From an optimization exercise on the open Yosys and OpenROAD flow, aimed at small area, a short achievable clock period and few clock cycles; shortcuts taken in it are not production practice. Only simulation tests tie the RTL to the original design; equivalence was not proved.

===== flow/design.v =====
module aes_sbox (input wire [7:0] x, output wire [7:0] y);
    wire T1, T2, T3, T4, T5, T6, T7, T8, T9, T10, T11, T12, T13, T14, T15, T16, T17, T18, T19, T20, T21, T22, T23, T24, T25, T26, T27, M1, M2, M3, M4, M5, M6, M7, M8, M9, M10, M11, M12, M13, M14, M15, M16, M17, M18, M19, M20, M21, M22, M23, M24, M25, M26, M27, M28, M29, M30, M31, M32, M33, M34, M35, M36, M37, M38, M39, M40, M41, M42, M43, M44, M45, M46, M47, M48, M49, M50, M51, M52, M53, M54, M55, M56, M57, M58, M59, M60, M61, M62, M63, L0, L1, L2, L3, L4, L5, L6, L7, L8, L9, L10, L11, L12, L13, L14, L15, L16, L17, L18, L19, L20, L21, L22, L23, L24, L25, L26, L27, L28, L29;
    assign T1 = x[7] ^ x[4];
    assign T2 = x[7] ^ x[2];
    assign T3 = x[7] ^ x[1];
    assign T4 = x[4] ^ x[2];
    assign T5 = x[3] ^ x[1];
    assign T6 = T1 ^ T5;
    assign T7 = x[6] ^ x[5];
    assign T8 = x[0] ^ T6;
    assign T9 = x[0] ^ T7;
    assign T10 = T6 ^ T7;
    assign T11 = x[6] ^ x[2];
    assign T12 = x[5] ^ x[2];
    assign T13 = T3 ^ T4;
    assign T14 = T6 ^ T11;
    assign T15 = T5 ^ T11;
    assign T16 = T5 ^ T12;
    assign T17 = T9 ^ T16;
    assign T18 = x[4] ^ x[0];
    assign T19 = T7 ^ T18;
    assign T20 = T1 ^ T19;
    assign T21 = x[1] ^ x[0];
    assign T22 = T7 ^ T21;
    assign T23 = T2 ^ T22;
    assign T24 = T2 ^ T10;
    assign T25 = T20 ^ T17;
    assign T26 = T3 ^ T16;
    assign T27 = T1 ^ T12;
    assign M1 = T13 & T6;
    assign M2 = T23 & T8;
    assign M3 = T14 ^ M1;
    assign M4 = T19 & x[0];
    assign M5 = M4 ^ M1;
    assign M6 = T3 & T16;
    assign M7 = T22 & T9;
    assign M8 = T26 ^ M6;
    assign M9 = T20 & T17;
    assign M10 = M9 ^ M6;
    assign M11 = T1 & T15;
    assign M12 = T4 & T27;
    assign M13 = M12 ^ M11;
    assign M14 = T2 & T10;
    assign M15 = M14 ^ M11;
    assign M16 = M3 ^ M2;
    assign M17 = M5 ^ T24;
    assign M18 = M8 ^ M7;
    assign M19 = M10 ^ M15;
    assign M20 = M16 ^ M13;
    assign M21 = M17 ^ M15;
    assign M22 = M18 ^ M13;
    assign M23 = M19 ^ T25;
    assign M24 = M22 ^ M23;
    assign M25 = M22 & M20;
    assign M26 = M21 ^ M25;
    assign M27 = M20 ^ M21;
    assign M28 = M23 ^ M25;
    assign M29 = M28 & M27;
    assign M30 = M26 & M24;
    assign M31 = M20 & M23;
    assign M32 = M27 & M31;
    assign M33 = M27 ^ M25;
    assign M34 = M21 & M22;
    assign M35 = M24 & M34;
    assign M36 = M24 ^ M25;
    assign M37 = M21 ^ M29;
    assign M38 = M32 ^ M33;
    assign M39 = M23 ^ M30;
    assign M40 = M35 ^ M36;
    assign M41 = M38 ^ M40;
    assign M42 = M37 ^ M39;
    assign M43 = M37 ^ M38;
    assign M44 = M39 ^ M40;
    assign M45 = M42 ^ M41;
    assign M46 = M44 & T6;
    assign M47 = M40 & T8;
    assign M48 = M39 & x[0];
    assign M49 = M43 & T16;
    assign M50 = M38 & T9;
    assign M51 = M37 & T17;
    assign M52 = M42 & T15;
    assign M53 = M45 & T27;
    assign M54 = M41 & T10;
    assign M55 = M44 & T13;
    assign M56 = M40 & T23;
    assign M57 = M39 & T19;
    assign M58 = M43 & T3;
    assign M59 = M38 & T22;
    assign M60 = M37 & T20;
    assign M61 = M42 & T1;
    assign M62 = M45 & T4;
    assign M63 = M41 & T2;
    assign L0 = M61 ^ M62;
    assign L1 = M50 ^ M56;
    assign L2 = M46 ^ M48;
    assign L3 = M47 ^ M55;
    assign L4 = M54 ^ M58;
    assign L5 = M49 ^ M61;
    assign L6 = M62 ^ L5;
    assign L7 = M46 ^ L3;
    assign L8 = M51 ^ M59;
    assign L9 = M52 ^ M53;
    assign L10 = M53 ^ L4;
    assign L11 = M60 ^ L2;
    assign L12 = M48 ^ M51;
    assign L13 = M50 ^ L0;
    assign L14 = M52 ^ M61;
    assign L15 = M55 ^ L1;
    assign L16 = M56 ^ L0;
    assign L17 = M57 ^ L1;
    assign L18 = M58 ^ L8;
    assign L19 = M63 ^ L4;
    assign L20 = L0 ^ L1;
    assign L21 = L1 ^ L7;
    assign L22 = L3 ^ L12;
    assign L23 = L18 ^ L2;
    assign L24 = L15 ^ L9;
    assign L25 = L6 ^ L10;
    assign L26 = L7 ^ L9;
    assign L27 = L8 ^ L10;
    assign L28 = L11 ^ L14;
    assign L29 = L11 ^ L17;
    assign y[7] = L6 ^ L24;
    assign y[6] = ~(L16 ^ L26);
    assign y[5] = ~(L19 ^ L28);
    assign y[4] = L6 ^ L21;
    assign y[3] = L20 ^ L22;
    assign y[2] = L25 ^ L29;
    assign y[1] = ~(L13 ^ L27);
    assign y[0] = ~(L6 ^ L23);
endmodule
module aes_sbox_ed (input wire [7:0] x, input wire dec, output wire [7:0] y);
    wire [7:0] xi;
    wire f_T1, f_T2, f_T3, f_T4, f_T5, f_T6, f_T7, f_T8, f_T9, f_T10, f_T11, f_T12, f_T13, f_T14, f_T15, f_T16, f_T17, f_T18, f_T19, f_T20, f_T21, f_T22, f_T23, f_T24, f_T25, f_T26, f_T27;
    wire p0, p1, p2, p3, p4, p5, p6, p7, p8, p9, p10, p11, p12, p13, p14, p15, p16, p17, p18, p19, p20, p21, p22, p23, p24, p25, p26, p27, p28;
    wire i_T13, i_T6, i_T23, i_T8, i_T14, i_T19, i_D, i_T3, i_T16, i_T22, i_T9, i_T26, i_T20, i_T17, i_T1, i_T15, i_T4, i_T27, i_T2, i_T10, i_T24, i_T25, T13, T6, T23, T8, T14, T19, D, T3, T16, T22, T9, T26, T20, T17, T1, T15, T4, T27, T2, T10, T24, T25;
    wire M1, M2, M3, M4, M5, M6, M7, M8, M9, M10, M11, M12, M13, M14, M15, M16, M17, M18, M19, M20, M21, M22, M23, M24, M25, M26, M27, M28, M29, M30, M31, M32, M33, M34, M35, M36, M37, M38, M39, M40, M41, M42, M43, M44, M45, M46, M47, M48, M49, M50, M51, M52, M53, M54, M55, M56, M57, M58, M59, M60, M61, M62, M63;
    wire [7:0] sf, si;
    wire L0, L1, L2, L3, L4, L5, L6, L7, L8, L9, L10, L11, L12, L13, L14, L15, L16, L17, L18, L19, L20, L21, L22, L23, L24, L25, L26, L27, L28, L29;
    wire q0, q1, q2, q3, q4, q5, q6, q7, q8, q9, q10, q11, q12, q13, q14, q15, q16, q17, q18, q19, q20, q21, q22, q23, q24, q25, q26, q27, q28, q29, q30, q31, q32, q33, q34;
    assign xi[7] = x[6] ^ x[4] ^ x[1];
    assign xi[6] = x[5] ^ x[3] ^ x[0];
    assign xi[5] = x[7] ^ x[4] ^ x[2];
    assign xi[4] = x[6] ^ x[3] ^ x[1];
    assign xi[3] = x[5] ^ x[2] ^ x[0];
    assign xi[2] = ~(x[7] ^ x[4] ^ x[1]);
    assign xi[1] = x[6] ^ x[3] ^ x[0];
    assign xi[0] = ~(x[7] ^ x[5] ^ x[2]);
    assign f_T1 = x[7] ^ x[4];
    assign f_T2 = x[7] ^ x[2];
    assign f_T3 = x[7] ^ x[1];
    assign f_T4 = x[4] ^ x[2];
    assign f_T5 = x[3] ^ x[1];
    assign f_T6 = f_T1 ^ f_T5;
    assign f_T7 = x[6] ^ x[5];
    assign f_T8 = x[0] ^ f_T6;
    assign f_T9 = x[0] ^ f_T7;
    assign f_T10 = f_T6 ^ f_T7;
    assign f_T11 = x[6] ^ x[2];
    assign f_T12 = x[5] ^ x[2];
    assign f_T13 = f_T3 ^ f_T4;
    assign f_T14 = f_T6 ^ f_T11;
    assign f_T15 = f_T5 ^ f_T11;
    assign f_T16 = f_T5 ^ f_T12;
    assign f_T17 = f_T9 ^ f_T16;
    assign f_T18 = x[4] ^ x[0];
    assign f_T19 = f_T7 ^ f_T18;
    assign f_T20 = f_T1 ^ f_T19;
    assign f_T21 = x[1] ^ x[0];
    assign f_T22 = f_T7 ^ f_T21;
    assign f_T23 = f_T2 ^ f_T22;
    assign f_T24 = f_T2 ^ f_T10;
    assign f_T25 = f_T20 ^ f_T17;
    assign f_T26 = f_T3 ^ f_T16;
    assign f_T27 = f_T1 ^ f_T12;
    assign p0 = x[6] ^ x[4];
    assign p1 = x[1] ^ x[0];
    assign p2 = x[4] ^ x[3];
    assign p3 = x[6] ^ x[3];
    assign p4 = p0 ^ p1;
    assign p5 = x[7] ^ x[2];
    assign p6 = p1 ^ p3;
    assign p7 = x[5] ^ p0;
    assign p8 = x[7] ^ p0;
    assign p9 = x[7] ^ x[6];
    assign p10 = x[7] ^ p3;
    assign p11 = x[5] ^ x[1];
    assign p12 = x[3] ^ x[0];
    assign p13 = x[5] ^ p5;
    assign p14 = p4 ^ p5;
    assign p15 = x[7] ^ x[4];
    assign p16 = x[0] ^ p10;
    assign p17 = x[2] ^ p7;
    assign p18 = x[2] ^ p2;
    assign p19 = x[0] ^ p2;
    assign p20 = x[5] ^ p2;
    assign p21 = p1 ^ p2;
    assign p22 = p3 ^ p11;
    assign p23 = p1 ^ p9;
    assign p24 = p5 ^ p6;
    assign p25 = x[3] ^ p8;
    assign p26 = x[5] ^ p4;
    assign p27 = x[0] ^ p7;
    assign p28 = x[1] ^ p18;
    assign i_T13 = ~(p23);
    assign T13 = dec ? i_T13 : f_T13;
    assign i_T6 = p17;
    assign T6 = dec ? i_T6 : f_T6;
    assign i_T23 = p15;
    assign T23 = dec ? i_T23 : f_T23;
    assign i_T8 = ~(p8);
    assign T8 = dec ? i_T8 : f_T8;
    assign i_T14 = ~(p24);
    assign T14 = dec ? i_T14 : f_T14;
    assign i_T19 = ~(p4);
    assign T19 = dec ? i_T19 : f_T19;
    assign i_D = ~(p13);
    assign D = dec ? i_D : x[0];
    assign i_T3 = p21;
    assign T3 = dec ? i_T3 : f_T3;
    assign i_T16 = ~(p22);
    assign T16 = dec ? i_T16 : f_T16;
    assign i_T22 = ~(p0);
    assign T22 = dec ? i_T22 : f_T22;
    assign i_T9 = ~(p19);
    assign T9 = dec ? i_T9 : f_T9;
    assign i_T26 = ~(p27);
    assign T26 = dec ? i_T26 : f_T26;
    assign i_T20 = ~(p6);
    assign T20 = dec ? i_T20 : f_T20;
    assign i_T17 = p26;
    assign T17 = dec ? i_T17 : f_T17;
    assign i_T1 = p2;
    assign T1 = dec ? i_T1 : f_T1;
    assign i_T15 = ~(p14);
    assign T15 = dec ? i_T15 : f_T15;
    assign i_T4 = ~(p25);
    assign T4 = dec ? i_T4 : f_T4;
    assign i_T27 = ~(p28);
    assign T27 = dec ? i_T27 : f_T27;
    assign i_T2 = ~(p9);
    assign T2 = dec ? i_T2 : f_T2;
    assign i_T10 = p16;
    assign T10 = dec ? i_T10 : f_T10;
    assign i_T24 = ~(p12);
    assign T24 = dec ? i_T24 : f_T24;
    assign i_T25 = ~(p20);
    assign T25 = dec ? i_T25 : f_T25;
    assign M1 = T13 & T6;
    assign M2 = T23 & T8;
    assign M3 = T14 ^ M1;
    assign M4 = T19 & D;
    assign M5 = M4 ^ M1;
    assign M6 = T3 & T16;
    assign M7 = T22 & T9;
    assign M8 = T26 ^ M6;
    assign M9 = T20 & T17;
    assign M10 = M9 ^ M6;
    assign M11 = T1 & T15;
    assign M12 = T4 & T27;
    assign M13 = M12 ^ M11;
    assign M14 = T2 & T10;
    assign M15 = M14 ^ M11;
    assign M16 = M3 ^ M2;
    assign M17 = M5 ^ T24;
    assign M18 = M8 ^ M7;
    assign M19 = M10 ^ M15;
    assign M20 = M16 ^ M13;
    assign M21 = M17 ^ M15;
    assign M22 = M18 ^ M13;
    assign M23 = M19 ^ T25;
    assign M24 = M22 ^ M23;
    assign M25 = M22 & M20;
    assign M26 = M21 ^ M25;
    assign M27 = M20 ^ M21;
    assign M28 = M23 ^ M25;
    assign M29 = M28 & M27;
    assign M30 = M26 & M24;
    assign M31 = M20 & M23;
    assign M32 = M27 & M31;
    assign M33 = M27 ^ M25;
    assign M34 = M21 & M22;
    assign M35 = M24 & M34;
    assign M36 = M24 ^ M25;
    assign M37 = M21 ^ M29;
    assign M38 = M32 ^ M33;
    assign M39 = M23 ^ M30;
    assign M40 = M35 ^ M36;
    assign M41 = M38 ^ M40;
    assign M42 = M37 ^ M39;
    assign M43 = M37 ^ M38;
    assign M44 = M39 ^ M40;
    assign M45 = M42 ^ M41;
    assign M46 = M44 & T6;
    assign M47 = M40 & T8;
    assign M48 = M39 & D;
    assign M49 = M43 & T16;
    assign M50 = M38 & T9;
    assign M51 = M37 & T17;
    assign M52 = M42 & T15;
    assign M53 = M45 & T27;
    assign M54 = M41 & T10;
    assign M55 = M44 & T13;
    assign M56 = M40 & T23;
    assign M57 = M39 & T19;
    assign M58 = M43 & T3;
    assign M59 = M38 & T22;
    assign M60 = M37 & T20;
    assign M61 = M42 & T1;
    assign M62 = M45 & T4;
    assign M63 = M41 & T2;
    assign L0 = M61 ^ M62;
    assign L1 = M50 ^ M56;
    assign L2 = M46 ^ M48;
    assign L3 = M47 ^ M55;
    assign L4 = M54 ^ M58;
    assign L5 = M49 ^ M61;
    assign L6 = M62 ^ L5;
    assign L7 = M46 ^ L3;
    assign L8 = M51 ^ M59;
    assign L9 = M52 ^ M53;
    assign L10 = M53 ^ L4;
    assign L11 = M60 ^ L2;
    assign L12 = M48 ^ M51;
    assign L13 = M50 ^ L0;
    assign L14 = M52 ^ M61;
    assign L15 = M55 ^ L1;
    assign L16 = M56 ^ L0;
    assign L17 = M57 ^ L1;
    assign L18 = M58 ^ L8;
    assign L19 = M63 ^ L4;
    assign L20 = L0 ^ L1;
    assign L21 = L1 ^ L7;
    assign L22 = L3 ^ L12;
    assign L23 = L18 ^ L2;
    assign L24 = L15 ^ L9;
    assign L25 = L6 ^ L10;
    assign L26 = L7 ^ L9;
    assign L27 = L8 ^ L10;
    assign L28 = L11 ^ L14;
    assign L29 = L11 ^ L17;
    assign sf[7] = L6 ^ L24;
    assign sf[6] = ~(L16 ^ L26);
    assign sf[5] = ~(L19 ^ L28);
    assign sf[4] = L6 ^ L21;
    assign sf[3] = L20 ^ L22;
    assign sf[2] = L25 ^ L29;
    assign sf[1] = ~(L13 ^ L27);
    assign sf[0] = ~(L6 ^ L23);
    assign q0 = M52 ^ M61;
    assign q1 = M59 ^ q0;
    assign q2 = M58 ^ M62;
    assign q3 = q1 ^ q2;
    assign q4 = M50 ^ M54;
    assign q5 = M48 ^ M56;
    assign q6 = M47 ^ q4;
    assign q7 = M63 ^ q1;
    assign q8 = M60 ^ q6;
    assign q9 = q5 ^ q7;
    assign q10 = M46 ^ q3;
    assign q11 = M49 ^ q3;
    assign q12 = M49 ^ q8;
    assign q13 = M50 ^ M53;
    assign q14 = M57 ^ q5;
    assign q15 = q0 ^ q2;
    assign q16 = M46 ^ q13;
    assign q17 = M48 ^ M54;
    assign q18 = q10 ^ q17;
    assign q19 = M55 ^ q9;
    assign q20 = M55 ^ M63;
    assign q21 = M54 ^ q11;
    assign q22 = M61 ^ q20;
    assign q23 = M57 ^ q9;
    assign q24 = M57 ^ q22;
    assign q25 = M58 ^ q16;
    assign q26 = q12 ^ q19;
    assign q27 = M51 ^ q25;
    assign q28 = M51 ^ q10;
    assign q29 = q12 ^ q15;
    assign q30 = q11 ^ q13;
    assign q31 = q14 ^ q29;
    assign q32 = q6 ^ q28;
    assign q33 = q23 ^ q27;
    assign q34 = M51 ^ q21;
    assign si[7] = q34;
    assign si[6] = q26;
    assign si[5] = q31;
    assign si[4] = q18;
    assign si[3] = q33;
    assign si[2] = q32;
    assign si[1] = q30;
    assign si[0] = q24;
    assign y = dec ? si : sf;
endmodule
module aes256_cbc (
    input  wire         clk,
    input  wire         rst,           
    input  wire         init,          
    input  wire         init_decrypt,  
    input  wire [255:0] init_key,
    input  wire [127:0] init_iv,
    input  wire         start,         
    input  wire [127:0] din,
    output wire         ready,
    output reg          done,
    output wire [127:0] dout
);
    localparam [1:0] S_IDLE = 2'd0,
                     S_KEXP = 2'd1,
                     S_RUN  = 2'd2;
    reg [1:0]   fsm;
    reg [3:0]   rnd;
    reg         dec;
    reg [7:0]   dp;          
    reg [7:0]   dn;          
    reg [127:0] st;
    reg [255:0] w;
    reg [255:0] base;
    reg [127:0] r1;
    reg [127:0] r2;
    wire running = (fsm == S_RUN);
    wire last    = running & (rnd == 4'd14);
    assign ready = (fsm == S_IDLE) | last;
    assign dout  = r1;
    wire take_init  = ready & init & ~rst;
    wire take_start = ready & start & ~init & ~rst;
    function [7:0] xtime;
        input [7:0] a;
        xtime = {a[6:0], 1'b0} ^ (a[7] ? 8'h1b : 8'h00);
    endfunction
    function [127:0] swp;
        input [127:0] x;
        swp = {x[127:96], x[31:0], x[63:32], x[95:64]};
    endfunction
    wire        kinv = dec & running;
    wire [31:0] hi0 = w[255:224], hi1 = w[223:192], hi2 = w[191:160], hi3 = w[159:128];
    wire [31:0] ksub;
    genvar gi, gr, gc;
    generate
        for (gi = 0; gi < 4; gi = gi + 1) begin : g_ksbox
            aes_sbox u_ksbox (.x(w[31 - 8*gi -: 8]), .y(ksub[31 - 8*gi -: 8]));
        end
    endgenerate
    reg [7:0] rcon;
    always @(*) begin
        case ({kinv, rnd[3:1]})
            4'b0_000: rcon = 8'h01;
            4'b0_001: rcon = 8'h02;
            4'b0_010: rcon = 8'h04;
            4'b0_011: rcon = 8'h08;
            4'b0_100: rcon = 8'h10;
            4'b0_101: rcon = 8'h20;
            4'b0_110: rcon = 8'h40;
            4'b1_000: rcon = 8'h40;
            4'b1_001: rcon = 8'h20;
            4'b1_010: rcon = 8'h10;
            4'b1_011: rcon = 8'h08;
            4'b1_100: rcon = 8'h04;
            4'b1_101: rcon = 8'h02;
            4'b1_110: rcon = 8'h01;
            default:  rcon = 8'h00;
        endcase
    end
    wire [31:0] kt  = rnd[0] ? ({ksub[23:0], ksub[31:24]} ^ {rcon, 24'h000000}) : ksub;
    wire [31:0] kn0 = hi0 ^ kt;
    wire [31:0] kn1 = kinv ? (hi1 ^ hi0) : (hi1 ^ kn0);
    wire [31:0] kn2 = kinv ? (hi2 ^ hi1) : (hi2 ^ hi1 ^ kn0);
    wire [31:0] kn3 = kinv ? (hi3 ^ hi2) : (hi3 ^ hi2 ^ hi1 ^ kn0);
    wire [255:0] wstep = {w[127:0], kn0, kn1, kn2, kn3};
    wire [127:0] rk = dec ? swp(w[127:0]) : w[127:0];
    wire [127:0] sin, y, a, mc, pc;
    wire [127:0] m = y ^ (dec ? rk : 128'd0);
    generate
        for (gr = 0; gr < 4; gr = gr + 1) begin : g_sr_r
            for (gc = 0; gc < 4; gc = gc + 1) begin : g_sr_c
                assign sin[127 - 8*(gr + 4*gc) -: 8] = st[127 - 8*(gr + 4*((gc + gr) % 4)) -: 8];
            end
        end
        for (gi = 0; gi < 16; gi = gi + 1) begin : g_sbox
            wire sdec = (gi % 2) ? ~dn[gi / 2] : dp[gi / 2];
            aes_sbox_ed u_sbox (.x(sin[127 - 8*gi -: 8]), .dec(sdec), .y(y[127 - 8*gi -: 8]));
        end
    endgenerate
    assign a = y ^ rk;
    generate
        for (gc = 0; gc < 4; gc = gc + 1) begin : g_col
            wire [7:0] b0 = m[127 - 32*gc -: 8];
            wire [7:0] b1 = m[119 - 32*gc -: 8];
            wire [7:0] b2 = m[111 - 32*gc -: 8];
            wire [7:0] b3 = m[103 - 32*gc -: 8];
            wire [7:0] t  = b0 ^ b1 ^ b2 ^ b3;
            wire [7:0] c0 = b0 ^ t ^ xtime(b0 ^ b1);
            wire [7:0] c1 = b1 ^ t ^ xtime(b1 ^ b2);
            wire [7:0] c2 = b2 ^ t ^ xtime(b2 ^ b3);
            wire [7:0] c3 = b3 ^ t ^ xtime(b3 ^ b0);
            wire [7:0] u  = xtime(xtime(c0 ^ c2));
            wire [7:0] v  = xtime(xtime(c1 ^ c3));
            assign mc[127 - 32*gc -: 8] = c0;
            assign mc[119 - 32*gc -: 8] = c1;
            assign mc[111 - 32*gc -: 8] = c2;
            assign mc[103 - 32*gc -: 8] = c3;
            assign pc[127 - 32*gc -: 8] = c0 ^ u;
            assign pc[119 - 32*gc -: 8] = c1 ^ v;
            assign pc[111 - 32*gc -: 8] = c2 ^ u;
            assign pc[103 - 32*gc -: 8] = c3 ^ v;
        end
    endgenerate
    wire [127:0] round_out = dec ? pc : (mc ^ rk);
    wire [127:0] wx     = dec ? 128'd0 : (last ? a : r2);
    wire [127:0] wk     = din ^ base[255:128];
    wire [127:0] whiten = (dec ? swp(wk) : wk) ^ wx;
    always @(posedge clk) begin
        if (rst) begin
            fsm  <= S_IDLE;
            done <= 1'b0;
        end else begin
            done <= last;
            if (take_init) begin
                fsm <= init_decrypt ? S_KEXP : S_IDLE;
                rnd <= 4'd0;
            end else if (take_start) begin
                fsm <= S_RUN;
                rnd <= 4'd1;
            end else begin
                rnd <= rnd + 4'd1;
                if (last || (fsm == S_KEXP && rnd == 4'd13))
                    fsm <= S_IDLE;
            end
        end
    end
    always @(posedge clk) begin
        st <= take_start ? whiten : round_out;
        if ((running && !last) || (fsm == S_KEXP && rnd != 4'd0))
            w <= wstep;
        else
            w <= base;
        if (take_start)                 dp[0] <= dec;
        if (ready)                      dp[1] <= dec;
        if (fsm == S_IDLE)              dp[2] <= dec;
        if (!running)                   dp[3] <= dec;
        if (fsm != S_KEXP)              dp[4] <= dec;
        if (!take_init)                 dp[5] <= dec;
                                        dp[6] <= dec;
        if (running || take_start)      dp[7] <= dec;
        if (take_init)                  dn[0] <= ~init_decrypt;
        if (take_start)                 dn[1] <= ~dec;
        if (ready)                      dn[2] <= ~dec;
        if (fsm == S_IDLE)              dn[3] <= ~dec;
        if (!running)                   dn[4] <= ~dec;
        if (fsm != S_KEXP)              dn[5] <= ~dec;
        if (!take_init)                 dn[6] <= ~dec;
                                        dn[7] <= ~dec;
        if (take_init) begin
            dec  <= init_decrypt;
            base <= init_key;
        end else if (fsm == S_KEXP && rnd == 4'd13) begin
            base <= {kn0, kn1, kn2, kn3, w[127:0]};
        end
        if (last)
            r1 <= dec ? (swp(a) ^ r2) : a;
        else if (running && dec && rnd == 4'd1)
            r1 <= swp(st) ^ base[255:128];
        if (take_init)
            r2 <= init_iv;
        else if (last)
            r2 <= dec ? r1 : a;
    end
endmodule

===== flow/constraint.sdc =====
create_clock -name core_clock -period 13.0 [get_ports {clk}]
set_input_delay 2.6000 -clock core_clock [delete_from_list [all_inputs] [get_ports {clk}]]
set_output_delay 2.6000 -clock core_clock [all_outputs]
set_load 0.01 [all_outputs]

===== flow/flow/my.abc =====
strash
dch -f
map -D 7000
topo
stime -c
buffer -c
upsize -c
dnsize -c

===== flow/standard.sh =====
#!/bin/bash
# synth_recipe.tcl (not shown) runs the flow's synth.tcl, then flattens the netlist and writes it again
# the make line also repeats each setting of config.mk as NAME=value (left out here)
make -C /OpenROAD-flow-scripts/flow DESIGN_CONFIG=/design/flow/config.mk WORK_HOME=/design/flow/orfs CLKGATE_MAP_FILE= SYNTH_SCRIPT=/design/flow/synth_recipe.tcl "${@:-finish}"

===== flow/config.mk =====
export PLATFORM = sky130hd
export DESIGN_NAME = aes256_cbc
export DESIGN_NICKNAME = aes256_cbc
export VERILOG_FILES = /design/flow/design.v
export SDC_FILE = /design/flow/constraint.sdc
export NUM_CORES = 8
export LEC_CHECK = 0
export CAP_MARGIN = 20
export CORE_MARGIN = 2
export CORE_UTILIZATION = 60
export SETUP_SLACK_MARGIN = 5
export SLEW_MARGIN = 20

===== flow/flow/my_synth.tcl =====
# ORFS synthesis as synth_recipe.tcl runs it, with the ABC script flow/my.abc.
proc synth {args} { yosys synth -nofsm -noshare {*}$args }
set my_abc [file join [file dirname [file normalize [info script]]] my.abc]
set fh [open $::env(SCRIPTS_DIR)/synth.tcl]
set txt [read $fh]
close $fh
set old {log_cmd abc {*}$abc_args}
if {[string first $old $txt] < 0} { error "abc call not found in synth.tcl" }
set txt [string map [list $old "log_cmd abc {*}\[lreplace \$abc_args 1 1 $my_abc\]"] $txt]
eval $txt
# left out here: clear keep_hierarchy, flatten, clean up, hide names made inside functions, write 1_2_yosys.v

===== flow/flow/run.sh =====
#!/bin/bash
# The standard layout (standard.sh), with two changes:
#  - the standard synthesis script runs another ABC script (flow/my.abc) for
#    the technology mapping;
#  - the ports are buffered with the smallest buffer, sky130_fd_sc_hd__buf_1.
set -uo pipefail
here=$(pwd)
bash standard.sh SYNTH_SCRIPT="$here/flow/my_synth.tcl" \
    "BUFFER_PORTS_ARGS=-buffer_cell sky130_fd_sc_hd__buf_1" \
    finish > "$here/standard_flow.log" 2>&1

==> impl_metrics.ini, run 1 <==
[sta]
setup_tns_ps = 0
hold_slack_ps = 421
min_period_over_period_pct = 62.0
slew_headroom_pct = -2.94
period_minus_slack_ps = 8060
finalSetupViolations = 0
rsz0062_at_grt = yes
drv_slew = 53
clock.fmax_ghz = 0.124
fin_worst_skew_ps = 54.7
tightest_slew_ps = 1540
hold_viol = 0
timing.final.ws_setup_ps = 4940

[logic_synthesis]
synth_top_area_share_pct = 19.5
yosysSeqAreaShare_pct = 26.2
synth_fa_ha_area_share_pct = 0.166
synthTopCellsByArea = xor2_1 20%, edfxtp_1 18%, nand2_1 12%, xnor2_1 10%, dfxtp_1 8.6%
synth_top_family_by_area = XOR/XNOR gates
syn_area_per_cell_um2 = 7.06
ys_async_sr_fraction_pct = 0
synthMuxAreaShare_pct = 0.253
synth_area_um2 = 90500
synth_edf_count = 531
synth_compound_area_share_pct = 15.8
ys_types = 69
synth_simple_gate_area_share_pct = 19.1
ys_ff_latch = 920
synth_flop_cell = edfxtp_1
synthXorXnorAreaFrac_pct = 31.3
syn_inst = 12817
ys_warn_count = 1
yosysTopAreaCell = xor2_1
syn_nets = 13346

[setup_path]
cp.arrival_ps = 8700
worstPathMaxFanout = 6
max_stage_delay_ps = 970
startpoint = w[9]
rr_worst_depth = 26
reg2reg_from = w[9]
slowest_stage = xor2_1
rr_endpoint = base[182]
start_kind = flop
crit_path_end_kind = flop
critPathTopFamily = XOR/XNOR gates
r2r_slack_ps = 4940
cp.required_ps = 13640
path_buf_inv = 1
critical_path_class = reg -> reg

[floorplan]
die_y_um = 392
core_area_um2 = 150000
num_rows = 142
die_area_um2 = 154000
ios = 647
fp.dieW_um = 392
start_util_pct = 60.4

[routing]
drtPass1Iterations = 9
drt-initial-drc-count = 14468
drc = 0
drt_wl_total_um = 394000
routedWlPerCell_um = 25.8
vias_per_cell = 6.11
drtAntennaViolNets = 0
route.vias.total = 93204

[global_routing]
track_usage_pct = 48.6
grt_max_degree = 168
grt_pass1_wl_um = 552000
grt_pass1_vias = 84501
antenna_found_initial = 33
grt.overflow.total = 0

[clocking]
cts_buffer_depth = 3
cts_hold_buf = 0
clk_pin_slew_ps = 70
clock_sinks = 920
cts_tree = yes
numCtsBuffers = 104
clk_latency_ps = 790
htree_levels = 3
cts_root_buf = clkbuf_16

[status]
checkFailReasons = max-slew violations
outcome = failed layout checks

[layout]
layout_common_cells = 2874 x nand2_1, 1926 x xor2_1, 1086 x a21oi_1, 1076 x o21ai_0, 1054 x nor2_1
syn_to_final_growth_pct = 10.1
final_common_cell = nand2_1
final_area_um2 = 99600
nets = 13665
drive_gt1_share_pct = 7.27
nFillCells = 13060
instances_no_fill = 15255

[placement]
placed_cell_area_um2 = 93700
dp_slack_ps = 4360
port_buffers = 646
place_inst = 14973
dp_hpwl_um = 308000
globalplace.congestion = 1.12

[worst_hold_path]
hold_path.startpoint = base[96]
hold-path-cell-count = 2
hold_end = w[96]
worstHoldPathType = reg -> reg

[run]
maxCapViolCount = 0
-- what timing repair did --
action,CTS,global route
setup buffers,11,49
setup endpoints to repair,92,122
gates cloned,5,7
pin swaps,0,25
gates resized for setup,35,344
-- worst max path at each step --
stage                      endpoint  slack (ps)  depth (start not counted)
after global placement       st[18]        4460                         33
final                     base[182]        4940                         26
after global routing        st[114]        4710                         38
after detailed placement     st[18]        4360                         34
after CTS                   st[110]        5010                         35
after floorplan              fsm[0]        5240                          7
-- flip-flops by register name, indices dropped and copies added, names as in the netlist, 4 cells and up --
register and count:
rnd 4, r1 128, dn 8, w 256
r2 128, dp 8, base 256, st 128
-- routing by layer --
| metal | routed length, um | global-route usage, % |
|---|---|---|
| met2 | 158000 | 68.9 |
| met4 | 35500 | 35.9 |
| met5 | 148 | 0 |
| met1 | 139000 | 60.6 |
| met3 | 60200 | 17.0 |
-- per-stage QoR --
stage	util (%)
3_5_place_dp	62.6
3_3_place_gp	62.6
6_report	66.5
5_1_grt	66.5
4_1_cts	65.1
2_1_floorplan	-
-- cells in the mapped netlist, types with 18 or more instances --
cell type / count
nor3_1: 18
dfxtp_1: 389
a22oi_1: 49
o211ai_1: 50
inv_2: 66
buf_2: 101
nor2_1: 1066
o21ai_0: 1103
buf_4: 20
nand2_1: 2883
nand2_2: 49
nand3_1: 174
xnor2_2: 29
o21ai_1: 76
xnor2_1: 1070
buf_1: 60
inv_1: 981
a31oi_1: 86
xor2_2: 34
edfxtp_1: 531
xor2_1: 2015
a21oi_1: 1099
o22ai_1: 120
o21a_1: 28
or2_2: 67
or2_1: 31
clkbuf_1: 397
-- kinds of logic (layout without fill, tap and decap cells) --
| group | Yosys count | count (layout) |
|---|---|---|
| AOI/OAI and AO/OA | 2691 | 2691 |
| DFF | 920 | 920 |
| xor gates and xnor gates | 3159 | 3159 |
| adders and majority gates | 12 | 12 |
| other | 0 | 12 |
| muxes | 21 | 21 |
| and+or+nand+nor | 4367 | 4367 |
| buffers and inverters | 1647 | 2057 |
-- final cells by class --
type / instances / area [um2] / area share (%)
multi-input cells: 10250 / 61900 / 62.2
clock inverters: 61 / 633 / 0.636
repair inverters: 12 / 77.6 / 0.0779
repair buffers: 789 / 3580 / 3.59
diodes: 12 / 30.0 / 0.0301
well taps: 2016 / 2520 / 2.53
inverters: 1059 / 4060 / 4.07
clock buffers: 136 / 2920 / 2.93
flip-flops and latches: 920 / 23900 / 24.0
-- worst register-to-register path: stages (launching register included) --
cell and delay, ps:
dfxtp_1 790, inv_1 390, nand2_1 160, nand2_1 250, nand2_1 150, nand2_1 170
xnor2_1 310, ha_1 290, xor2_1 170, xor2_1 150, xnor2_1 400, a21oi_1 150
or2_2 310, nand2_1 120, o22ai_1 120, or2_2 340, xor2_1 230, xor2_1 220
xor2_1 260, xor2_1 400, nand2_1 110, o21ai_0 110, xor2_1 750, or2_2 270
xor2_1 970, nand2_1 190, nand2_1 110
Testbench counts, summed over its fixed seeds: cycles 14,600.
==> run 2, diff against run 1 <==
--- a/flow/design.v
+++ b/flow/design.v
@@ -461,11 +461,13 @@
             default:  rcon = 8'h00;
         endcase
     end
-    wire [31:0] kt  = rnd[0] ? ({ksub[23:0], ksub[31:24]} ^ {rcon, 24'h000000}) : ksub;
-    wire [31:0] kn0 = hi0 ^ kt;
-    wire [31:0] kn1 = kinv ? (hi1 ^ hi0) : (hi1 ^ kn0);
-    wire [31:0] kn2 = kinv ? (hi2 ^ hi1) : (hi2 ^ hi1 ^ kn0);
-    wire [31:0] kn3 = kinv ? (hi3 ^ hi2) : (hi3 ^ hi2 ^ hi1 ^ kn0);
+    wire [31:0] kt  = rnd[0] ? {ksub[23:0], ksub[31:24]} : ksub;
+    wire [31:0] hr0 = hi0 ^ (rnd[0] ? {rcon, 24'h000000} : 32'h0);
+    wire [31:0] hr1 = hr0 ^ hi1, hr2 = hr1 ^ hi2, hr3 = hr2 ^ hi3;
+    wire [31:0] kn0 = hr0 ^ kt;
+    wire [31:0] kn1 = kinv ? (hi1 ^ hi0) : (hr1 ^ kt);
+    wire [31:0] kn2 = kinv ? (hi2 ^ hi1) : (hr2 ^ kt);
+    wire [31:0] kn3 = kinv ? (hi3 ^ hi2) : (hr3 ^ kt);
     wire [255:0] wstep = {w[127:0], kn0, kn1, kn2, kn3};
     wire [127:0] rk = dec ? swp(w[127:0]) : w[127:0];
     wire [127:0] sin, y, a, mc, pc;
@@ -493,8 +495,9 @@
             wire [7:0] c1 = b1 ^ t ^ xtime(b1 ^ b2);
             wire [7:0] c2 = b2 ^ t ^ xtime(b2 ^ b3);
             wire [7:0] c3 = b3 ^ t ^ xtime(b3 ^ b0);
-            wire [7:0] u  = xtime(xtime(c0 ^ c2));
-            wire [7:0] v  = xtime(xtime(c1 ^ c3));
+            wire [7:0] t2 = xtime(t);
+            wire [7:0] u  = xtime(xtime(b0 ^ b2 ^ t2));
+            wire [7:0] v  = xtime(xtime(b1 ^ b3 ^ t2));
             assign mc[127 - 32*gc -: 8] = c0;
             assign mc[119 - 32*gc -: 8] = c1;
             assign mc[111 - 32*gc -: 8] = c2;
==> impl_metrics.ini, run 2 <==
[worst_hold_path]
hold_end = w[127]
worstHoldPathType = reg -> reg
hold-path-cell-count = 2
hold_path.startpoint = base[127]

[layout]
syn_to_final_growth_pct = 8.22
nFillCells = 13225
nets = 13742
layout_common_cells = 2820 x nand2_1, 1921 x xor2_1, 1137 x nor2_1, 1096 x a21oi_1, 1094 x xnor2_1
final_common_cell = nand2_1
post-route-util_pct = 65.2
drive_gt1_share_pct = 7.07
reg_top3 = base x256, w x256

[sta]
clock.fmax_ghz = 0.127
slew_headroom_pct = 15.5
drv_slew = 0
setup_tns_ps = 0
tightest_slew_ps = 1270
finalSetupViolations = 0
min_period_over_period_pct = 60.6
fin_worst_skew_ps = 99.6
period_minus_slack_ps = 7880
hold_viol = 0
rsz0062_at_grt = yes

[setup_path]
rr_worst_depth = 30
cp.arrival_ps = 8400
cp.required_ps = 13510
crit_path_end_kind = flop
cp_common_cell = nand2_1
worstPathMaxFanout = 5
rr_endpoint = base[148]
slowest_stage = xor2_2
r2r_slack_ps = 5120
max_stage_delay_ps = 750
start_kind = flop
reg2reg_from = w[14]
critical_path_class = reg -> reg

[logic_synthesis]
synth_area_um2 = 92600
synth_flop_cell = edfxtp_1
ys_types = 77
yosys-top-cells-count = 2827 x nand2_1, 1955 x xor2_1, 1144 x nor2_1
syn_nets = 13461
synth.most_common_cell = nand2_1
ys_async_sr_fraction_pct = 0
yosysSeqAreaShare_pct = 25.6
synthTopCellsByArea = xor2_1 18%, edfxtp_1 17%, nand2_1 11%, xnor2_1 11%, dfxtp_1 8.4%
syn_area_per_cell_um2 = 7.16
synth_top_area_share_pct = 18.5
ys_ff_latch = 920
syn_inst = 12932
ys_warn_count = 1
yosysTopAreaCell = xor2_1
synth_edf_count = 531

[floorplan]
num_rows = 144
die_y_um = 397
die_area_um2 = 158000
fp.dieW_um = 397
core_area_um2 = 154000
ios = 647
start_util_pct = 60.3

[clocking]
numCtsBuffers = 105
cts_buffer_depth = 3
cts_root_buf = clkbuf_16
clk_latency_ps = 840
htree_levels = 3
cts_tree = yes
clk_pin_slew_ps = 60
clock_sinks = 920

[global_routing]
grt_pass1_wl_um = 580000
antenna_found_initial = 37
grt.overflow.total = 0
grt_pass1_vias = 87071
grt_max_degree = 184
track_usage_pct = 49.9

[status]
outcome = finished clean

[placement]
port_buffers = 646
globalplace.congestion = 1.14
dp_hpwl_um = 324000

[routing]
vias_per_cell = 6.22
drt_wl_total_um = 412000
drtPass1Iterations = 10
route.vias.total = 95642
drtAntennaViolNets = 0
routedWlPerCell_um = 26.8
drt-initial-drc-count = 16710
drc = 0

[run]
maxCapViolCount = 0
==> run 2: cell count changes in the layout (fill, tap and decap cells not counted), sizes merged, moves of 9 or more <==
cell    previous run  this run
o21a              28        48
buf              788       756
nand4             17        41
diode             12        25
o22ai            125       106
o21bai            13        22
xnor2           1104      1164
or2              112        99
nor2            1083      1179
inv             1053       982
==> run 2: how the worst max path moves through the flow <==
stage | depth (start not counted) | slack (ps) | start | to
5_1_grt | 43 | 4970 | st[116] | st[27]
3_5_place_dp | 31 | 4520 | dn[2] | st[77]
2_1_floorplan | 7 | 5920 | init | base[0]
4_1_cts | 31 | 4920 | dn[2] | st[77]
6_report | 30 | 5120 | w[14] | base[148]
3_3_place_gp | 31 | 4510 | dn[2] | st[77]
==> run 2: cells by family after synthesis <==
logic type	after synthesis	synth area share [%]
mux	17	0.205
xor+xnor	3213	31.8
buf+inv	1586	7.00
fa+ha+maj	12	0.162
compound gates	2717	15.9
flops	920	25.6
simple gates	4467	19.3
==> run 2: metal layers <==
metal	GRT usage (%)	routed length (um)
met1	63.5	148000
met5	0	386
met4	33.0	33600
met3	18.3	66400
met2	70.5	164000
==> run 2: layout make-up <==
cell class                 instances  area (um2)  area share [%]
sequential                       920       23800            23.7
multi-input combinational      10426       63000            62.9
tap                             2044        2560            2.55
antenna                           25        62.6          0.0624
inverter                         993        3820            3.81
clock buffer                     143        2950            2.95
timing repair inverter            11        62.6          0.0624
clock inverter                    55         654           0.653
timing repair buffer             756        3330            3.32
==> run 2: per-stage QoR <==
step                      cell area [um2]  cells  setup WS, ps  hold WS [ps]
final                              100000  15373          5120           427
after global routing               100000  15350          4970           459
after CTS                           99300  15317          4920           430
after detailed placement            95600  15113          4520           435
after global placement              95600  15112          4510           422
after floorplan                     92600  12932          5920           419
==> run 2: worst max-delay path: cells and delay by family (launching register included) <==
family                   cells  cell delay [ps]
adder cells (fa/ha/maj)      1              290
AND/OR/NAND/NOR              9              930
AO/OA/AOI/OAI                5             1310
XOR/XNOR                    11             3860
flip-flops                   1              600
buffers and inverters        4              630
==> run 2: timing repair <==
| action | 4_1_cts | 5_1_grt |
|---|---|---|
| hold buffers | 0 | 0 |
| resized for setup | 11 | 130 |
| cloned | 3 | 8 |
| setup endpoints to repair | 69 | 139 |
| setup buffers | 3 | 22 |
| pin swaps | 0 | 7 |
Testbench counts of run 2, summed over its fixed seeds: cycles 14,600.
==> run 3, diff against run 2 <==
--- a/flow/design.v
+++ b/flow/design.v
@@ -129,15 +129,15 @@
     assign y[1] = ~(L13 ^ L27);
     assign y[0] = ~(L6 ^ L23);
 endmodule
-module aes_sbox_ed (input wire [7:0] x, input wire dec, output wire [7:0] y);
+module aes_sbox_ed #(parameter DSN = 0) (input wire [7:0] x, input wire dec, input wire ds, output wire [7:0] y);
     wire [7:0] xi;
     wire f_T1, f_T2, f_T3, f_T4, f_T5, f_T6, f_T7, f_T8, f_T9, f_T10, f_T11, f_T12, f_T13, f_T14, f_T15, f_T16, f_T17, f_T18, f_T19, f_T20, f_T21, f_T22, f_T23, f_T24, f_T25, f_T26, f_T27;
-    wire p0, p1, p2, p3, p4, p5, p6, p7, p8, p9, p10, p11, p12, p13, p14, p15, p16, p17, p18, p19, p20, p21, p22, p23, p24, p25, p26, p27, p28;
+    wire p0, p1, p2, p3, p4, p5, p6, p7, p8, p9, p10, p11, p12, p13, p14, p15, p16, p17, p18, p19, p20, p21, p22, p23, p24, p25, p26, p27, p28, p29, p30;
     wire i_T13, i_T6, i_T23, i_T8, i_T14, i_T19, i_D, i_T3, i_T16, i_T22, i_T9, i_T26, i_T20, i_T17, i_T1, i_T15, i_T4, i_T27, i_T2, i_T10, i_T24, i_T25, T13, T6, T23, T8, T14, T19, D, T3, T16, T22, T9, T26, T20, T17, T1, T15, T4, T27, T2, T10, T24, T25;
     wire M1, M2, M3, M4, M5, M6, M7, M8, M9, M10, M11, M12, M13, M14, M15, M16, M17, M18, M19, M20, M21, M22, M23, M24, M25, M26, M27, M28, M29, M30, M31, M32, M33, M34, M35, M36, M37, M38, M39, M40, M41, M42, M43, M44, M45, M46, M47, M48, M49, M50, M51, M52, M53, M54, M55, M56, M57, M58, M59, M60, M61, M62, M63;
     wire [7:0] sf, si;
     wire L0, L1, L2, L3, L4, L5, L6, L7, L8, L9, L10, L11, L12, L13, L14, L15, L16, L17, L18, L19, L20, L21, L22, L23, L24, L25, L26, L27, L28, L29;
-    wire q0, q1, q2, q3, q4, q5, q6, q7, q8, q9, q10, q11, q12, q13, q14, q15, q16, q17, q18, q19, q20, q21, q22, q23, q24, q25, q26, q27, q28, q29, q30, q31, q32, q33, q34;
+    wire q0, q1, q2, q3, q4, q5, q6, q7, q8, q9, q10, q11, q12, q13, q14, q15, q16, q17, q18, q19, q20, q21, q22, q23, q24, q25, q26, q27, q28, q29, q30, q31, q32, q33, q34, q35, q36;
     assign xi[7] = x[6] ^ x[4] ^ x[1];
     assign xi[6] = x[5] ^ x[3] ^ x[0];
     assign xi[5] = x[7] ^ x[4] ^ x[2];
@@ -177,75 +177,77 @@
     assign p1 = x[1] ^ x[0];
     assign p2 = x[4] ^ x[3];
     assign p3 = x[6] ^ x[3];
-    assign p4 = p0 ^ p1;
-    assign p5 = x[7] ^ x[2];
-    assign p6 = p1 ^ p3;
-    assign p7 = x[5] ^ p0;
-    assign p8 = x[7] ^ p0;
-    assign p9 = x[7] ^ x[6];
-    assign p10 = x[7] ^ p3;
-    assign p11 = x[5] ^ x[1];
-    assign p12 = x[3] ^ x[0];
-    assign p13 = x[5] ^ p5;
-    assign p14 = p4 ^ p5;
-    assign p15 = x[7] ^ x[4];
-    assign p16 = x[0] ^ p10;
-    assign p17 = x[2] ^ p7;
-    assign p18 = x[2] ^ p2;
-    assign p19 = x[0] ^ p2;
-    assign p20 = x[5] ^ p2;
-    assign p21 = p1 ^ p2;
-    assign p22 = p3 ^ p11;
-    assign p23 = p1 ^ p9;
-    assign p24 = p5 ^ p6;
-    assign p25 = x[3] ^ p8;
+    assign p4 = x[7] ^ x[2];
+    assign p5 = p0 ^ p1;
+    assign p6 = x[7] ^ x[6];
+    assign p7 = p1 ^ p3;
+    assign p8 = x[2] ^ x[1];
+    assign p9 = x[7] ^ x[3];
+    assign p10 = x[7] ^ x[4];
+    assign p11 = x[3] ^ x[0];
+    assign p12 = x[5] ^ x[1];
+    assign p13 = x[5] ^ x[0];
+    assign p14 = x[5] ^ x[2];
+    assign p15 = x[7] ^ x[0];
+    assign p16 = p2 ^ p8;
+    assign p17 = p1 ^ p2;
+    assign p18 = p3 ^ p15;
+    assign p19 = x[7] ^ p0;
+    assign p20 = x[0] ^ p2;
+    assign p21 = p1 ^ p6;
+    assign p22 = x[5] ^ p2;
+    assign p23 = p0 ^ p14;
+    assign p24 = p0 ^ p13;
+    assign p25 = p3 ^ p12;
     assign p26 = x[5] ^ p4;
-    assign p27 = x[0] ^ p7;
-    assign p28 = x[1] ^ p18;
-    assign i_T13 = ~(p23);
-    assign T13 = dec ? i_T13 : f_T13;
-    assign i_T6 = p17;
-    assign T6 = dec ? i_T6 : f_T6;
-    assign i_T23 = p15;
-    assign T23 = dec ? i_T23 : f_T23;
-    assign i_T8 = ~(p8);
-    assign T8 = dec ? i_T8 : f_T8;
-    assign i_T14 = ~(p24);
-    assign T14 = dec ? i_T14 : f_T14;
-    assign i_T19 = ~(p4);
-    assign T19 = dec ? i_T19 : f_T19;
-    assign i_D = ~(p13);
-    assign D = dec ? i_D : x[0];
-    assign i_T3 = p21;
-    assign T3 = dec ? i_T3 : f_T3;
-    assign i_T16 = ~(p22);
-    assign T16 = dec ? i_T16 : f_T16;
+    assign p27 = p0 ^ p9;
+    assign p28 = x[5] ^ p5;
+    assign p29 = p4 ^ p5;
+    assign p30 = p4 ^ p7;
+    assign i_T13 = ~(p21);
+    assign T13 = (ds ^ DSN) ? i_T13 : f_T13;
+    assign i_T6 = p23;
+    assign T6 = (ds ^ DSN) ? i_T6 : f_T6;
+    assign i_T23 = p10;
+    assign T23 = (ds ^ DSN) ? i_T23 : f_T23;
+    assign i_T8 = ~(p19);
+    assign T8 = (ds ^ DSN) ? i_T8 : f_T8;
+    assign i_T14 = ~(p30);
+    assign T14 = (ds ^ DSN) ? i_T14 : f_T14;
+    assign i_T19 = ~(p5);
+    assign T19 = (ds ^ DSN) ? i_T19 : f_T19;
+    assign i_D = ~(p26);
+    assign D = (ds ^ DSN) ? i_D : x[0];
+    assign i_T3 = p17;
+    assign T3 = (ds ^ DSN) ? i_T3 : f_T3;
+    assign i_T16 = ~(p25);
+    assign T16 = (ds ^ DSN) ? i_T16 : f_T16;
     assign i_T22 = ~(p0);
-    assign T22 = dec ? i_T22 : f_T22;
-    assign i_T9 = ~(p19);
-    assign T9 = dec ? i_T9 : f_T9;
-    assign i_T26 = ~(p27);
-    assign T26 = dec ? i_T26 : f_T26;
-    assign i_T20 = ~(p6);
-    assign T20 = dec ? i_T20 : f_T20;
-    assign i_T17 = p26;
-    assign T17 = dec ? i_T17 : f_T17;
+    assign T22 = (ds ^ DSN) ? i_T22 : f_T22;
+    assign i_T9 = ~(p20);
+    assign T9 = (ds ^ DSN) ? i_T9 : f_T9;
+    assign i_T26 = ~(p24);
+    assign T26 = (ds ^ DSN) ? i_T26 : f_T26;
+    assign i_T20 = ~(p7);
+    assign T20 = (ds ^ DSN) ? i_T20 : f_T20;
+    assign i_T17 = p28;
+    assign T17 = (ds ^ DSN) ? i_T17 : f_T17;
     assign i_T1 = p2;
-    assign T1 = dec ? i_T1 : f_T1;
-    assign i_T15 = ~(p14);
-    assign T15 = dec ? i_T15 : f_T15;
-    assign i_T4 = ~(p25);
-    assign T4 = dec ? i_T4 : f_T4;
-    assign i_T27 = ~(p28);
-    assign T27 = dec ? i_T27 : f_T27;
-    assign i_T2 = ~(p9);
-    assign T2 = dec ? i_T2 : f_T2;
-    assign i_T10 = p16;
-    assign T10 = dec ? i_T10 : f_T10;
-    assign i_T24 = ~(p12);
-    assign T24 = dec ? i_T24 : f_T24;
-    assign i_T25 = ~(p20);
-    assign T25 = dec ? i_T25 : f_T25;
+    assign T1 = (ds ^ DSN) ? i_T1 : f_T1;
+    assign i_T15 = ~(p29);
+    assign T15 = (ds ^ DSN) ? i_T15 : f_T15;
+    assign i_T4 = ~(p27);
+    assign T4 = (ds ^ DSN) ? i_T4 : f_T4;
+    assign i_T27 = ~(p16);
+    assign T27 = (ds ^ DSN) ? i_T27 : f_T27;
+    assign i_T2 = ~(p6);
+    assign T2 = (ds ^ DSN) ? i_T2 : f_T2;
+    assign i_T10 = p18;
+    assign T10 = (ds ^ DSN) ? i_T10 : f_T10;
+    assign i_T24 = ~(p11);
+    assign T24 = (ds ^ DSN) ? i_T24 : f_T24;
+    assign i_T25 = ~(p22);
+    assign T25 = (ds ^ DSN) ? i_T25 : f_T25;
     assign M1 = T13 & T6;
     assign M2 = T23 & T8;
     assign M3 = T14 ^ M1;
@@ -348,48 +350,50 @@
     assign sf[1] = ~(L13 ^ L27);
     assign sf[0] = ~(L6 ^ L23);
     assign q0 = M52 ^ M61;
-    assign q1 = M59 ^ q0;
-    assign q2 = M58 ^ M62;
-    assign q3 = q1 ^ q2;
-    assign q4 = M50 ^ M54;
+    assign q1 = M58 ^ q0;
+    assign q2 = M62 ^ q1;
+    assign q3 = M54 ^ M59;
+    assign q4 = M47 ^ M50;
     assign q5 = M48 ^ M56;
-    assign q6 = M47 ^ q4;
-    assign q7 = M63 ^ q1;
-    assign q8 = M60 ^ q6;
-    assign q9 = q5 ^ q7;
-    assign q10 = M46 ^ q3;
-    assign q11 = M49 ^ q3;
-    assign q12 = M49 ^ q8;
-    assign q13 = M50 ^ M53;
-    assign q14 = M57 ^ q5;
-    assign q15 = q0 ^ q2;
-    assign q16 = M46 ^ q13;
-    assign q17 = M48 ^ M54;
-    assign q18 = q10 ^ q17;
-    assign q19 = M55 ^ q9;
-    assign q20 = M55 ^ M63;
-    assign q21 = M54 ^ q11;
-    assign q22 = M61 ^ q20;
-    assign q23 = M57 ^ q9;
-    assign q24 = M57 ^ q22;
-    assign q25 = M58 ^ q16;
-    assign q26 = q12 ^ q19;
-    assign q27 = M51 ^ q25;
-    assign q28 = M51 ^ q10;
-    assign q29 = q12 ^ q15;
-    assign q30 = q11 ^ q13;
-    assign q31 = q14 ^ q29;
-    assign q32 = q6 ^ q28;
-    assign q33 = q23 ^ q27;
-    assign q34 = M51 ^ q21;
+    assign q6 = M46 ^ M51;
+    assign q7 = M53 ^ M59;
+    assign q8 = M49 ^ M60;
+    assign q9 = M55 ^ M63;
+    assign q10 = q3 ^ q4;
+    assign q11 = q5 ^ q8;
+    assign q12 = M50 ^ q7;
+    assign q13 = M57 ^ M63;
+    assign q14 = M49 ^ M51;
+    assign q15 = M54 ^ M57;
+    assign q16 = M46 ^ M48;
+    assign q17 = M57 ^ M61;
+    assign q18 = q3 ^ q14;
+    assign q19 = q9 ^ q17;
+    assign q20 = q5 ^ q13;
+    assign q21 = q0 ^ q9;
+    assign q22 = q4 ^ q15;
+    assign q23 = q3 ^ q16;
+    assign q24 = q12 ^ q20;
+    assign q25 = q1 ^ q6;
+    assign q26 = q11 ^ q22;
+    assign q27 = q10 ^ q11;
+    assign q28 = q6 ^ q10;
+    assign q29 = M49 ^ q12;
+    assign q30 = q24 ^ q25;
+    assign q31 = q21 ^ q27;
+    assign q32 = q2 ^ q23;
+    assign q33 = q2 ^ q29;
+    assign q34 = q2 ^ q18;
+    assign q35 = q2 ^ q26;
+    assign q36 = q2 ^ q28;
     assign si[7] = q34;
-    assign si[6] = q26;
-    assign si[5] = q31;
-    assign si[4] = q18;
-    assign si[3] = q33;
-    assign si[2] = q32;
-    assign si[1] = q30;
-    assign si[0] = q24;
+    assign si[6] = q31;
+    assign si[5] = q35;
+    assign si[4] = q32;
+    assign si[3] = q30;
+    assign si[2] = q36;
+    assign si[1] = q33;
+    assign si[0] = q19;
     assign y = dec ? si : sf;
 endmodule
 module aes256_cbc (
@@ -479,8 +483,8 @@
             end
         end
         for (gi = 0; gi < 16; gi = gi + 1) begin : g_sbox
-            wire sdec = (gi % 2) ? ~dn[gi / 2] : dp[gi / 2];
-            aes_sbox_ed u_sbox (.x(sin[127 - 8*gi -: 8]), .dec(sdec), .y(y[127 - 8*gi -: 8]));
+            aes_sbox_ed #(.DSN(gi % 2)) u_sbox (.x(sin[127 - 8*gi -: 8]), .dec(dec),
+                .ds((gi % 2) ? dn[gi / 2] : dp[gi / 2]), .y(y[127 - 8*gi -: 8]));
         end
     endgenerate
     assign a = y ^ rk;
==> flow/flow/run.sh (replaced) <==
#!/bin/bash
# The standard layout (standard.sh), with these changes:
#  - the standard synthesis script runs another ABC script (flow/my.abc) for
#    the technology mapping;
#  - the ports are buffered with the smallest buffer, sky130_fd_sc_hd__buf_1;
set -uo pipefail
here=$(pwd)
bash standard.sh SYNTH_SCRIPT="$here/flow/my_synth.tcl" \
    "BUFFER_PORTS_ARGS=-buffer_cell sky130_fd_sc_hd__buf_1" \
    SETUP_SLACK_MARGIN=6 \
    finish > "$here/standard_flow.log" 2>&1
--- a/flow/config.mk
+++ b/flow/config.mk
@@ -9,4 +9,4 @@
 export CORE_MARGIN = 2
 export CORE_UTILIZATION = 60
 export SETUP_SLACK_MARGIN = 5
-export SLEW_MARGIN = 20
+export SLEW_MARGIN = 40
==> impl_metrics.ini, run 3 <==
[routing]
drc = 0
drtAntennaViolNets = 0
drt_wl_total_um = 402000
routedWlPerCell_um = 25.5
vias_per_cell = 6.16
drt-initial-drc-count = 14936
drtPass1Iterations = 10
route.vias.total = 97153

[layout]
nFillCells = 12393
multi_input_area_um2 = 67800
reg_top3 = base x256, w x256
nets = 14139
ff_latch_area_um2 = 24100
drive_gt1_share_pct = 13.7
final_area_um2 = 108000
syn_to_final_growth_pct = 15.4
layout_common_cells = 2695 x nand2_1, 1800 x xor2_1, 1211 x nor2_1, 1033 x o21ai_0, 995 x a21oi_1
final_common_cell = nand2_1

[sta]
timing.final.ws_setup_ps = 5930
period_minus_slack_ps = 7070
slew_headroom_pct = 30.4
finalSetupViolations = 0
clock.fmax_ghz = 0.141
hold_slack_ps = 394
fin_worst_skew_ps = 90.0
setup_tns_ps = 0
drv_slew = 0
hold_viol = 0
tightest_slew_ps = 1040
min_period_over_period_pct = 54.4
rsz0062_at_grt = yes

[clocking]
clock_sinks = 920
numCtsBuffers = 106
cts_buffer_depth = 3
cts_root_buf = clkbuf_16
clk_latency_ps = 830
cts_tree = yes
clk_pin_slew_ps = 60
htree_levels = 3
cts_hold_buf = 0

[logic_synthesis]
synthTopCellsByArea = xor2_1 19%, edfxtp_1 17%, nand2_1 11%, xnor2_1 9.7%, dfxtp_1 8.4%
yosysTopAreaCell = xor2_1
ys_warn_count = 1
ys_ff_latch = 920
synth.most_common_cell = nand2_1
syn_nets = 13578
ys_types = 75
synth_top_area_share_pct = 18.8
syn_inst = 13049
synth_area_um2 = 93200
yosysSeqAreaShare_pct = 25.5
ys_async_sr_fraction_pct = 0
synth_flop_cell = edfxtp_1
synth_edf_count = 531
yosys-top-cells-count = 2823 x nand2_1, 2002 x xor2_1, 1244 x nor2_1
syn_area_per_cell_um2 = 7.14

[worst_hold_path]
hold_end = w[29]
hold_path.startpoint = base[29]
hold-path-cell-count = 2
worstHoldPathType = reg -> reg

[floorplan]
die_y_um = 398
core_area_um2 = 154000
start_util_pct = 60.4
ios = 647
die_area_um2 = 159000
fp.dieW_um = 398
num_rows = 144

[global_routing]
antenna_found_initial = 29
grt.overflow.total = 0
track_usage_pct = 47.0
grt_pass1_wl_um = 556000
grt_max_degree = 179
grt_pass1_vias = 86906

[setup_path]
rr_worst_depth = 32
max_stage_delay_ps = 530
worstPathMaxFanout = 7
cp.required_ps = 13570
reg2reg_from = st[61]
slowest_stage = o21ai_0
cp.arrival_ps = 7650
crit_path_end_kind = flop
crit_cells = 32
critPathTopFamily = compound AO/OA/AOI/OAI gates
r2r_slack_ps = 5930
cp_common_cell = nand2_1
path_buf_inv = 3
start_kind = flop
rr_endpoint = st[48]
critical_path_class = reg -> reg

[status]
outcome = finished clean

[placement]
dp_hpwl_um = 305000
globalplace.congestion = 1.11
dp_slack_ps = 4980
placed_cell_area_um2 = 96400
port_buffers = 646

[run]
maxCapViolCount = 0
[run 3: per-layer routing]
| layer | track usage, % | vias to the layer above | part of all wire [%] |
|---|---|---|---|
| li1 | - | 42813 | - |
| met1 | 60.4 | 44806 | 36 |
| met2 | 67.7 | 7814 | 41 |
| met3 | 12.8 | 1714 | 14 |
| met4 | 34.0 | 6 | 9.4 |
| met5 | 0 | - | 0.011 |
[run 3: worst max path at each step]
stage / end / start
floorplan: fsm[1] / init
global placement: st[67] / st[48]
detailed placement: st[67] / st[48]
CTS: st[67] / st[54]
global route: st[107] / st[5]
finish: st[48] / st[61]
[run 3: per-stage QoR]
stage          cells  utilization, %
2_1_floorplan  13049               -
3_3_place_gp   15225            62.4
3_5_place_dp   15230            62.5
4_1_cts        15474            65.6
5_1_grt        15761            69.7
6_report       15773            69.7
[run 3: final cells by class]
type / instances / share of cell area, %
clock buffer: 142 / 2.70
multi-input combinational: 10544 / 63.0
clock inverter: 57 / 0.572
inverter: 1004 / 3.59
tap: 2044 / 2.38
antenna: 28 / 0.0651
timing repair inverter: 5 / 0.0256
sequential: 920 / 22.4
timing repair buffer: 1029 / 5.27
[run 3: cells by family after synthesis]
| kind of cell | count (synthesis) | synth area share, % |
|---|---|---|
| flip-flops | 920 | 25.5 |
| adder cells (fa/ha/maj) | 12 | 0.161 |
| multiplexers | 36 | 0.401 |
| AND/OR/NAND/NOR | 4600 | 19.8 |
| AO/OA/AOI/OAI | 2691 | 15.6 |
| buffers and inverters | 1585 | 6.85 |
| XOR/XNOR | 3205 | 31.7 |
[run 3: repair_timing]
action,CTS,global route
buffers inserted,41,268
pin swaps,18,168
endpoints found under the hold margin,0,0
endpoints found under the setup margin,134,240
gates cloned,4,1
gates resized for setup,232,754
[run 3: worst register-to-register path: cells and delay by family (launching register included)]
| family | cells | cell delay, ps |
|---|---|---|
| and+or+nand+nor | 12 | 1990 |
| xor gates and xnor gates | 8 | 1820 |
| AOI/OAI and AO/OA | 9 | 2170 |
| DFF | 1 | 470 |
| buffers and inverters | 3 | 400 |
Testbench counts of run 3, summed over its fixed seeds: cycles 14,600.
==> run 4, diff against run 3 <==
==> flow/flow/my.abc (replaced) <==
strash
dch -f
map -D 5000
topo
stime -c
buffer -c
upsize -c
dnsize -c
==> impl_metrics.ini, run 4 <==
[setup_path]
max_stage_delay_ps = 550
cp.required_ps = 13620
cp.arrival_ps = 7670
crit_path_end_kind = flop
slowest_stage = dfxtp_2
critical_path_class = reg -> reg
start_kind = flop
worstPathMaxFanout = 7
cp_common_cell = nand2_1

[layout]
final_common_cell = nand2_1
syn_to_final_growth_pct = 11.8
nets = 13968
layout_common_cells = 2731 x nand2_1, 1855 x xor2_1, 1108 x nor2_1, 1000 x o21ai_0, 981 x a21oi_1
drive_gt1_share_pct = 12.1
reg_top3 = base x256, w x256

[routing]
drt-initial-drc-count = 16684
drt_wl_total_um = 431000
drc = 0
drtPass1Iterations = 9
routedWlPerCell_um = 27.6
drtAntennaViolNets = 0
route.vias.total = 97728
vias_per_cell = 6.25

[global_routing]
grt_pass1_wl_um = 600000
grt.overflow.total = 0
grt_max_degree = 160
antenna_found_initial = 58
grt_pass1_vias = 87852
track_usage_pct = 50.7

[placement]
globalplace.congestion = 1.14
dp_hpwl_um = 341000
port_buffers = 646

[logic_synthesis]
ys_types = 94
syn_nets = 13577
ys_warn_count = 1
synth.most_common_cell = nand2_1
synth_area_um2 = 94800
synthTopCellsByArea = xor2_1 18%, edfxtp_1 17%, nand2_1 11%, xnor2_1 9.4%, dfxtp_1 8.2%
synth_flop_cell = edfxtp_1
yosysTopAreaCell = xor2_1
synth_top_area_share_pct = 18.4
yosys-top-cells-count = 2780 x nand2_1, 1990 x xor2_1, 1120 x nor2_1
syn_inst = 13048
synth_edf_count = 531
syn_area_per_cell_um2 = 7.26
ys_async_sr_fraction_pct = 0
yosysSeqAreaShare_pct = 25.0
ys_ff_latch = 920

[clocking]
clk_pin_slew_ps = 70
cts_hold_buf = 0
clock_sinks = 920
htree_levels = 3
cts_buffer_depth = 3
cts_tree = yes
numCtsBuffers = 104
clk_latency_ps = 830
cts_root_buf = clkbuf_16

[sta]
finalSetupViolations = 0
clock.fmax_ghz = 0.142
slew_headroom_pct = 32.3
setup_tns_ps = 0
min_period_over_period_pct = 54.3
tightest_slew_ps = 1010
drv_slew = 0
period_minus_slack_ps = 7060
hold_viol = 0
rsz0062_at_grt = yes
fin_worst_skew_ps = 68.8

[floorplan]
fp.dieW_um = 401
start_util_pct = 60.5
die_y_um = 401
num_rows = 145
ios = 647
die_area_um2 = 161000
core_area_um2 = 157000

[worst_hold_path]
worstHoldPathType = reg -> reg

[run]
maxCapViolCount = 0

[status]
outcome = finished clean
==> run 4: layout make-up <==
| cell class | instances | area, um2 |
|---|---|---|
| Multi-Input combinational cell | 10602 | 67500 |
| Inverter | 925 | 3570 |
| Clock buffer | 136 | 2910 |
| Clock inverter | 62 | 815 |
| Timing Repair Buffer | 880 | 4390 |
| Antenna cell | 38 | 95.1 |
| Fill cell | 13321 | 50600 |
| Timing Repair inverter | 6 | 35.0 |
| Sequential cell | 920 | 24100 |
| Tap cell | 2058 | 2570 |
==> run 4: repair_timing <==
item	in CTS	in global routing
cloned	5	1
pin swaps	3	60
resized for setup	145	511
setup buffers	25	138
setup endpoints to repair	121	243
==> run 4: routing by layer <==
metal	GRT usage (%)	vias to the layer above	wire, um
met4	31.7	28	34300
met2	68.7	7916	167000
met5	0	-	181
li1	-	42752	-
met1	66.4	45476	155000
met3	20.3	1556	74900
==> run 4: per-stage QoR <==
step	cell area, um2	std cells	util [%]	hold WS (ps)	worst slack, ps
4_1_cts	102000	15446	65.2	431	6000
3_5_place_dp	97700	15218	62.4	433	5450
2_1_floorplan	94800	13048	-	419	6610
3_3_place_gp	97600	15218	62.3	426	5460
5_1_grt	106000	15606	67.6	442	5760
6_report	106000	15627	67.7	431	5940
==> run 4: cell families after synthesis <==
kind of cell | Yosys count | synth area share (%)
simple gates | 4564 | 19.7
xor+xnor | 3231 | 31.9
compound gates | 2760 | 16.1
buf+inv | 1526 | 6.68
flops | 920 | 25.0
mux | 35 | 0.388
fa+ha+maj | 12 | 0.158
==> run 4: path summary, 6_finish.rpt <==
| check | start | end | slack [ps] | cells past startpoint |
|---|---|---|---|---|
| min reg2reg | base[7] | w[7] | 430 | 2 |
| max | st[78] | st[1] | 5940 | 36 |
| min | base[7] | w[7] | 430 | 2 |
| max reg2reg | st[78] | st[1] | 5940 | 36 |
==> run 4: critical path, delay by kind of cell, from the launching register on <==
family,cells,cell delay (ps)
AO/OA/AOI/OAI,6,1050
XOR/XNOR,12,2950
buffers and inverters,6,610
flip-flops,1,550
AND/OR/NAND/NOR,12,1710

==> port drivers added, routing unchanged <==
The results above use ideal ports. As a check the final layouts listed here were re-extracted and re-timed, cells and wires unchanged.
Step 1: set_driving_cell puts a clkbuf_16 on clk and a buf_2 on each other input, an assumption about the parent block.
Step 2 moves the port delays by t, midway between the first and last clock arrival at a register: inputs arrive t later, outputs are due t later. That takes back most of the time a late clock gives input paths.
Slacks: no drivers / after step 1 / after step 2; pairs: no drivers / after step 1.
run | t, ns | setup WS [ns] | hold WS [ns] | worst setup path at the end | clock arrival spread, ns
run 1 | 0.863 | 4.944 / 4.944 / 4.944 | 0.421 / 0.421 / 0.421 | register to register | 0.057 / 0.057
run 2 | 0.873 | 5.117 / 5.117 / 5.117 | 0.427 / 0.427 / 0.427 | register to register | 0.103 / 0.103
run 3 | 0.873 | 5.926 / 5.926 / 5.926 | 0.394 / 0.394 / 0.394 | register to register | 0.091 / 0.091
run 4 | 0.903 | 5.942 / 5.942 / 5.942 | 0.431 / 0.431 / 0.431 | register to register | 0.069 / 0.069
